Background: an optimization exercise with open tools, aiming at small area, a short achievable clock period and few clock cycles per item. Do not read the settings as production practice. Only simulation tests tie the RTL to the original design; equivalence was not proved. Power figures rest on the tool's default switching activity, not on a simulated workload.

Design varint_unit, start of the top module:
module varint_unit (
  input             clk,
  input             rst,
  input             cmd_valid,
  output            cmd_ready,
  input      [7:0]  cmd_op,
  input      [63:0] cmd_arg,
  output            snk_valid,
  output     [7:0]  snk_data,
  input             snk_ready,
  input      [1:0]  snk_resp,
  output            src_req,
  input             src_ready,
  input      [7:0]  src_data,
  input      [1:0]  src_resp,
  output            rsp_valid,
  output     [3:0]  rsp_status,
  output     [63:0] rsp_res,
  output     [79:0] rsp_buf
);
Settings: LEC_CHECK=0, CAP_MARGIN=20, CORE_MARGIN=2, CORE_UTILIZATION=45, CTS_BUF_LIST=sky130_fd_sc_hd__clkbuf_8, SETUP_SLACK_MARGIN=3.0, SLEW_MARGIN=20; clock period 5.0 ns.
standard.sh (not shown) runs the stock make flow with config.mk's settings and CLKGATE_MAP_FILE= SYNTH_SCRIPT=/design/flow/synth_recipe.tcl, a recipe that flattens the netlist after the stock synthesis.
==> flow/flow/run.sh <==
#!/bin/bash
# Standard synthesis and layout, with two changes:
#  - the combinational logic of the standard synthesis netlist is re-mapped
#    by ABC with a delay-driven script (flip-flops untouched), see remap.sh;
#  - the port buffers are the small, fast buf_1 (instead of the default pick,
#    a clkdlybuf4s50_1 delay cell).
set -euo pipefail
BUF="BUFFER_PORTS_ARGS=-buffer_cell sky130_fd_sc_hd__buf_1"
R=orfs/results/$FLOW_PLATFORM/varint_unit/base
bash standard.sh "$BUF" synth > 1_standard_synth.log 2>&1
cp $R/1_2_yosys.v 1_2_yosys.standard.v
export DONT_USE_CELLS="$(awk '/^export DONT_USE_CELLS/{f=1} f{print} f&&!/\\$/{exit}' $FLOW_HOME/platforms/$FLOW_PLATFORM/config.mk | grep -oE 'sky130_fd_sc_hd__[A-Za-z0-9_]+' | tr '\n' ' ')"
bash flow/remap.sh $PWD/1_2_yosys.standard.v $PWD/1_2_yosys.remap.v $PWD/flow/abc_delay.script > 2_remap.log 2>&1
cp 1_2_yosys.remap.v $R/1_2_yosys.v
rm -f $R/1_synth.odb $R/1_synth.sdc
bash standard.sh "$BUF" finish > 3_standard_finish.log 2>&1
==> flow/flow/abc_delay.script <==
strash
dch -f
map -D 1000
topo
buffer -p
upsize -D 1000
dnsize -D 1000
==> flow/flow/remap.sh <==
#!/bin/bash
# Re-map the combinational logic of the standard synthesis netlist with a
# delay-driven ABC script. Flip-flops (and their instance names and cell
# types) are left exactly as the standard synthesis made them.
# usage: remap.sh IN.v OUT.v ABC_SCRIPT
set -euo pipefail
in=$1; out=$2; scr=$3
LIB=$FLOW_HOME/platforms/sky130hd/lib/sky130_fd_sc_hd__tt_025C_1v80.lib
seq=$(grep -oE 'sky130_fd_sc_hd__[a-z0-9_]+' "$in" | sort -u | grep -E '__(e?s?df|dl|sdf|edf|conb)' | tr '\n' ' ')
dontuse=""
for c in $DONT_USE_CELLS; do dontuse="$dontuse -dont_use $c"; done
printf 'set_driving_cell sky130_fd_sc_hd__buf_1\nset_load 5\n' > remap_abc.constr
cat > remap.ys <<EOT
read_liberty -ignore_miss_func $LIB
blackbox $seq
read_verilog $in
hierarchy -top $FLOW_TOP
flatten
opt_clean
techmap
opt -fast
abc -script $scr -liberty $LIB $dontuse -constr remap_abc.constr
opt_clean -purge
hilomap -singleton -hicell sky130_fd_sc_hd__conb_1 HI -locell sky130_fd_sc_hd__conb_1 LO
splitnets
rename -hide w:*.*
opt_clean -purge
stat -liberty $LIB
write_verilog -noattr -noexpr -nohex -nodec $out
EOT
yosys -s remap.ys
The baseline ran to the end with no violations.
Testbench counts at the start, summed over its fixed seeds: cycles 19,478, items 4,800.
Change:
SETUP_SLACK_MARGIN = 2.5   (was 3.0)
Effect: The new run finished clean. Global-route usage went down by 0.89 points. Die area does not change. Area after synthesis does not change.


Another version of the RTL of varint_unit (not shown whole).
Size in the first run: ~700 cells after synthesis, about 250 I/O pins, roughly 5800 µm² of cells after synthesis.
// varint_unit
module varint_unit (
  input             clk,
  input             rst,
  input             cmd_valid,
  output            cmd_ready,
  input      [7:0]  cmd_op,
  input      [63:0] cmd_arg,
  output            snk_valid,
  output     [7:0]  snk_data,
  input             snk_ready,
  input      [1:0]  snk_resp,
  output            src_req,
  input             src_ready,
  input      [7:0]  src_data,
  input      [1:0]  src_resp,
  output            rsp_valid,
  output     [3:0]  rsp_status,
  output     [63:0] rsp_res,
  output     [79:0] rsp_buf
);
clock: 5.0 ns
lec_check: 0
cap_margin: 20
core_margin: 2
core_utilization: 45
cts_cluster_diameter: 200
cts_cluster_size: 40
setup_slack_margin: 2.8
slew_margin: 20
Scripts as last shown in full above: flow/flow/run.sh, flow/flow/abc_delay.script, flow/flow/remap.sh
The baseline passed the timing, design-rule and antenna checks.
Testbench counts at the start, summed over its fixed seeds: cycles 21,216, items 4,800.
Next try:
--- a/flow/config.mk
+++ b/flow/config.mk
@@ -10,5 +10,4 @@
 export CORE_UTILIZATION = 45
-export CTS_CLUSTER_DIAMETER = 200
-export CTS_CLUSTER_SIZE = 40
 export SETUP_SLACK_MARGIN = 2.8
 export SLEW_MARGIN = 20
+export TNS_END_PERCENT = 5
Outcome:
- via count fell by a few percent
- power goes down by a few percent
- clock-buffer cell count stays the same
- die area stays the same
- synthesized area stays the same
- flip-flop and latch count is unchanged
Next try:
--- a/flow/config.mk
+++ b/flow/config.mk
@@ -9,5 +9,4 @@
 export CORE_MARGIN = 2
-export CORE_UTILIZATION = 45
+export CORE_UTILIZATION = 55
 export SETUP_SLACK_MARGIN = 2.8
 export SLEW_MARGIN = 20
-export TNS_END_PERCENT = 5
Result: The new run completed without violations; sequential share of layout area drops by 0.69 points; final area climbs by 1.9%; worst setup slack improves by 0.11 ns.
Next try:
==> flow/flow/abc_delay.script (replaced) <==
strash
dch -f
map -D 1500
topo
dnsize -D 1500
--- a/flow/config.mk
+++ b/flow/config.mk
@@ -9,3 +9,3 @@
 export CORE_MARGIN = 2
-export CORE_UTILIZATION = 55
+export CORE_UTILIZATION = 45
 export SETUP_SLACK_MARGIN = 2.8
Via count went up by 1.8%.
Clock power went up by 69%.
Wire length is higher by 9.3%.
Next try:
==> flow/flow/run.sh (replaced) <==
#!/bin/bash
# Standard synthesis and layout; the only change is that the port buffers are
# the small, fast buf_1 (instead of the default pick, a clkdlybuf4s50_1 delay
# cell).
set -euo pipefail
bash standard.sh "BUFFER_PORTS_ARGS=-buffer_cell sky130_fd_sc_hd__buf_1" finish > standard_flow.log 2>&1
--- a/flow/config.mk
+++ b/flow/config.mk
@@ -10,3 +10,3 @@
 export CORE_UTILIZATION = 45
-export SETUP_SLACK_MARGIN = 2.8
+export SETUP_SLACK_MARGIN = 2.5
 export SLEW_MARGIN = 20
removed: flow/flow/abc_delay.script
removed: flow/flow/remap.sh
Effect: The new run went through all stages and came out clean. Clock-buffer cell count does not change. Utilization is lower by 11 points. Global-route usage goes down by 3.9 points. Cell area shrinks by a little under a tenth. Total power shrinks by a few percent. Clock power came out lower by roughly a tenth. Final cell count falls by roughly a tenth. Area after synthesis goes up by roughly a tenth. Register-to-register slack improves by 0.07 ns. Worst hold slack gains 0.049 ns.


== run B ==
The RTL this note starts from:
==> flow/design.v <==
module varint_unit (
  input             clk,
  input             rst,
  input             cmd_valid,
  output            cmd_ready,
  input      [7:0]  cmd_op,
  input      [63:0] cmd_arg,
  output            snk_valid,
  output     [7:0]  snk_data,
  input             snk_ready,
  input      [1:0]  snk_resp,
  output            src_req,
  input             src_ready,
  input      [7:0]  src_data,
  input      [1:0]  src_resp,
  output            rsp_valid,
  output     [3:0]  rsp_status,
  output     [63:0] rsp_res,
  output     [79:0] rsp_buf
);
  reg        st_enc;    
  reg        st_dec;    
  reg [3:0]  k;         
  reg [3:0]  lm1;       
  reg [62:0] val;       
  wire idle = ~st_enc & ~st_dec;
  wire is_e = (cmd_op == 8'h00);
  wire is_b = (cmd_op == 8'h01);
  wire is_c = (cmd_op == 8'h02);
  wire is_d = (cmd_op == 8'h10);
  wire [9:0] nz;
  genvar g;
  generate
    for (g = 0; g < 9; g = g + 1) begin : g_nz
      assign nz[g] = |cmd_arg[7*g +: 7];
    end
  endgenerate
  assign nz[9] = cmd_arg[63];
  wire [8:0] cont;
  assign cont[8] = nz[9];
  generate
    for (g = 7; g >= 0; g = g - 1) begin : g_cont
      assign cont[g] = cont[g+1] | nz[g+1];
    end
  endgenerate
  wire [3:0] alen_m1 = nz[9] ? 4'd9 : nz[8] ? 4'd8 : nz[7] ? 4'd7 : nz[6] ? 4'd6 :
                       nz[5] ? 4'd5 : nz[4] ? 4'd4 : nz[3] ? 4'd3 : nz[2] ? 4'd2 :
                       nz[1] ? 4'd1 : 4'd0;
  wire [3:0] alen = alen_m1 + 4'd1;
  generate
    for (g = 0; g < 9; g = g + 1) begin : g_buf
      assign rsp_buf[8*g +: 7] = cmd_arg[7*g +: 7];
      assign rsp_buf[8*g + 7]  = cont[g];
    end
  endgenerate
  assign rsp_buf[79:72] = {7'd0, cmd_arg[63]};
  wire e_act = st_enc | (idle & cmd_valid & is_e);
  wire d_act = st_dec | (idle & cmd_valid & is_d);
  wire o_act = idle & cmd_valid & ~is_e & ~is_d;    
  assign cmd_ready = idle & (is_e ? snk_ready : is_d ? src_ready : 1'b1);
  wire [6:0] val_grp = (k == 4'd1) ? val[6:0]   : (k == 4'd2) ? val[13:7]  :
                       (k == 4'd3) ? val[20:14] : (k == 4'd4) ? val[27:21] :
                       (k == 4'd5) ? val[34:28] : (k == 4'd6) ? val[41:35] :
                       (k == 4'd7) ? val[48:42] : (k == 4'd8) ? val[55:49] :
                       {6'd0, val[56]};
  wire e_more = st_enc ? (k != lm1) : cont[0];
  assign snk_valid = e_act;
  assign snk_data  = st_enc ? {e_more, val_grp} : {cont[0], cmd_arg[6:0]};
  wire e_step = e_act & snk_ready;
  wire e_err  = snk_resp != 2'd0;
  wire e_done = e_step & (e_err | ~e_more);
  assign src_req = d_act;
  wire d_step = d_act & src_ready;
  wire d_err  = src_resp != 2'd0;
  wire d_ovf  = src_data[7] & (k == 4'd9);
  wire d_done = d_step & (d_err | ~src_data[7] | (k == 4'd9));
  wire illegal = o_act & ~is_b & ~is_c;
  wire err  = d_act ? d_err : e_err;
  wire err1 = d_act ? src_resp[1] : snk_resp[1];
  wire err_now = (d_act | e_act) & err;
  assign rsp_valid  = o_act | e_done | d_done;
  assign rsp_status = {1'b0,
                       illegal | (err_now & err1),
                       illegal | (err_now & err1) | (d_act & ~err & d_ovf),
                       illegal | (err_now & ~err1)};
  wire [63:0] dec;
  generate
    for (g = 0; g < 9; g = g + 1) begin : g_dec
      wire lt = st_dec & (k > g);
      wire eq = d_act & (k == g);
      assign dec[7*g +: 7] = ({7{lt}} & val[7*g +: 7]) | ({7{eq}} & src_data[6:0]);
    end
  endgenerate
  assign dec[63] = st_dec & (k == 4'd9) & src_data[0];
  wire [3:0] cnt = st_enc ? (k + 4'd1) : alen;
  assign rsp_res = d_act ? dec : {60'd0, cnt};
  always @(posedge clk) begin
    if (rst) begin
      st_enc <= 1'b0;
      st_dec <= 1'b0;
      k      <= 4'd0;
    end else if (e_done | d_done) begin
      st_enc <= 1'b0;
      st_dec <= 1'b0;
      k      <= 4'd0;
    end else if (e_step) begin
      st_enc <= 1'b1;
      k      <= k + 4'd1;
    end else if (d_step) begin
      st_dec <= 1'b1;
      k      <= k + 4'd1;
    end
  end
  always @(posedge clk) begin
    if (idle) lm1 <= alen_m1;
  end
  integer i;
  always @(posedge clk) begin
    if (idle) begin
      val[62:7] <= cmd_arg[63:14];
      val[6:0]  <= is_d ? src_data[6:0] : cmd_arg[13:7];
    end else if (st_dec & src_ready) begin
      for (i = 1; i < 9; i = i + 1)
        if (k == i) val[7*i +: 7] <= src_data[6:0];
    end
  end
endmodule
==> flow/config.mk <==
export PLATFORM = sky130hd
export DESIGN_NAME = varint_unit
export DESIGN_NICKNAME = varint_unit
export VERILOG_FILES = /design/flow/design.v
export SDC_FILE = /design/flow/constraint.sdc
export NUM_CORES = 4
export LEC_CHECK = 0
export CAP_MARGIN = 20
export CORE_MARGIN = 2
export CORE_UTILIZATION = 40
export SLEW_MARGIN = 20
==> flow/constraint.sdc <==
create_clock -name core_clock -period 5.0 [get_ports {clk}]
set_input_delay 1.0000 -clock core_clock [delete_from_list [all_inputs] [get_ports {clk}]]
set_output_delay 1.0000 -clock core_clock [all_outputs]
set_load 0.01 [all_outputs]
==> flow/flow/run.sh <==
#!/bin/bash
# Standard layout, but the port buffers are the small, fast buf_1 (instead of
# the default pick, a clkdlybuf4s50_1 delay cell).
set -euo pipefail
bash standard.sh "BUFFER_PORTS_ARGS=-buffer_cell sky130_fd_sc_hd__buf_1" finish > standard_flow.log 2>&1
Run B went all the way through synthesis, placement and routing and the layout is clean on timing, DRC and antenna.
Testbench counts of run B, summed over its fixed seeds: cycles 18,766, items 4,800.
Here is what was changed in the inputs of run F compared with run B.
==> flow/run.sh (new file) <==
#!/bin/bash
# synth_recipe.tcl (not shown) runs the flow's synth.tcl, then flattens the netlist and writes it again
# the make line also repeats each setting of config.mk as NAME=value (left out here)
make -C /OpenROAD-flow-scripts/flow DESIGN_CONFIG=/design/flow/config.mk WORK_HOME=/design/flow/orfs CLKGATE_MAP_FILE= SYNTH_SCRIPT=/design/flow/synth_recipe.tcl finish
removed: flow/flow/run.sh
removed: flow/standard.sh
==> summary.txt <==
The run showing the smaller maximum frequency is run F. | hold slack | run F vs run B | better |. Of the two candidates, run B has the better static leakage and run F the worse one. Re number of hold-slack violations in the final timing report: no difference whatsoever between run F and run B. Between run F and run B, it is run F whose total wire length after detailed routing is higher, by about 14%. Highest-power group = sequential cells: run B; highest-power group = clock: run F. Against run B as the reference, run F delivers a higher worst IR drop on VDD. Any difference in clock latency of the later-clocked register in the worst-skew pair between run F and run B is small enough to ignore. Run F vs run B: number of nets in the layout up by a few percent.

## separate check: timing with driven ports
How much do the figures lean on ideal ports? The routed layouts below were timed once more, with nothing changed but the port constraints.
Step 1, drivers: a clkbuf_16 drives clk and a buf_2 each remaining input, both assumed.
Step 2 moves the port delays by t, midway between the first and last clock arrival at a register: inputs arrive t later, outputs are due t later. That takes back most of the time a late clock gives input paths.
Three values: ideal, step 1, step 2; two values: the first two.
run | t (ns) | setup WS [ns] | worst data-port slew with drivers (ns)
the first run of note 1 | 0.490 | 2.920 / 2.882 / 2.497 | 0.04
the second run of note 1 | 0.484 | 2.700 / 2.663 / 2.244 | 0.04
the first run of note 2 | 0.393 | 2.836 / 2.798 / 2.460 | 0.04
the second run of note 2 | 0.379 | 2.651 / 2.610 / 2.416 | 0.04
the third run of note 2 | 0.398 | 2.766 / 2.778 / 2.380 | 0.05
the fourth run of note 2 | 0.393 | 2.609 / 2.609 / 2.261 | 0.05
the fifth run of note 2 | 0.392 | 2.551 / 2.508 / 2.233 | 0.04
run B | 0.383 | 0.535 / 0.512 / 0.512 | 0.04
run F | 0.399 | 0.222 / 0.198 / 0.198 | 0.04
After both steps setup and hold are still met in every run listed. For the second run of note 1, which loses most, drivers alone change the setup slack by -0.037 ns; drivers and shift together by -0.456 ns.
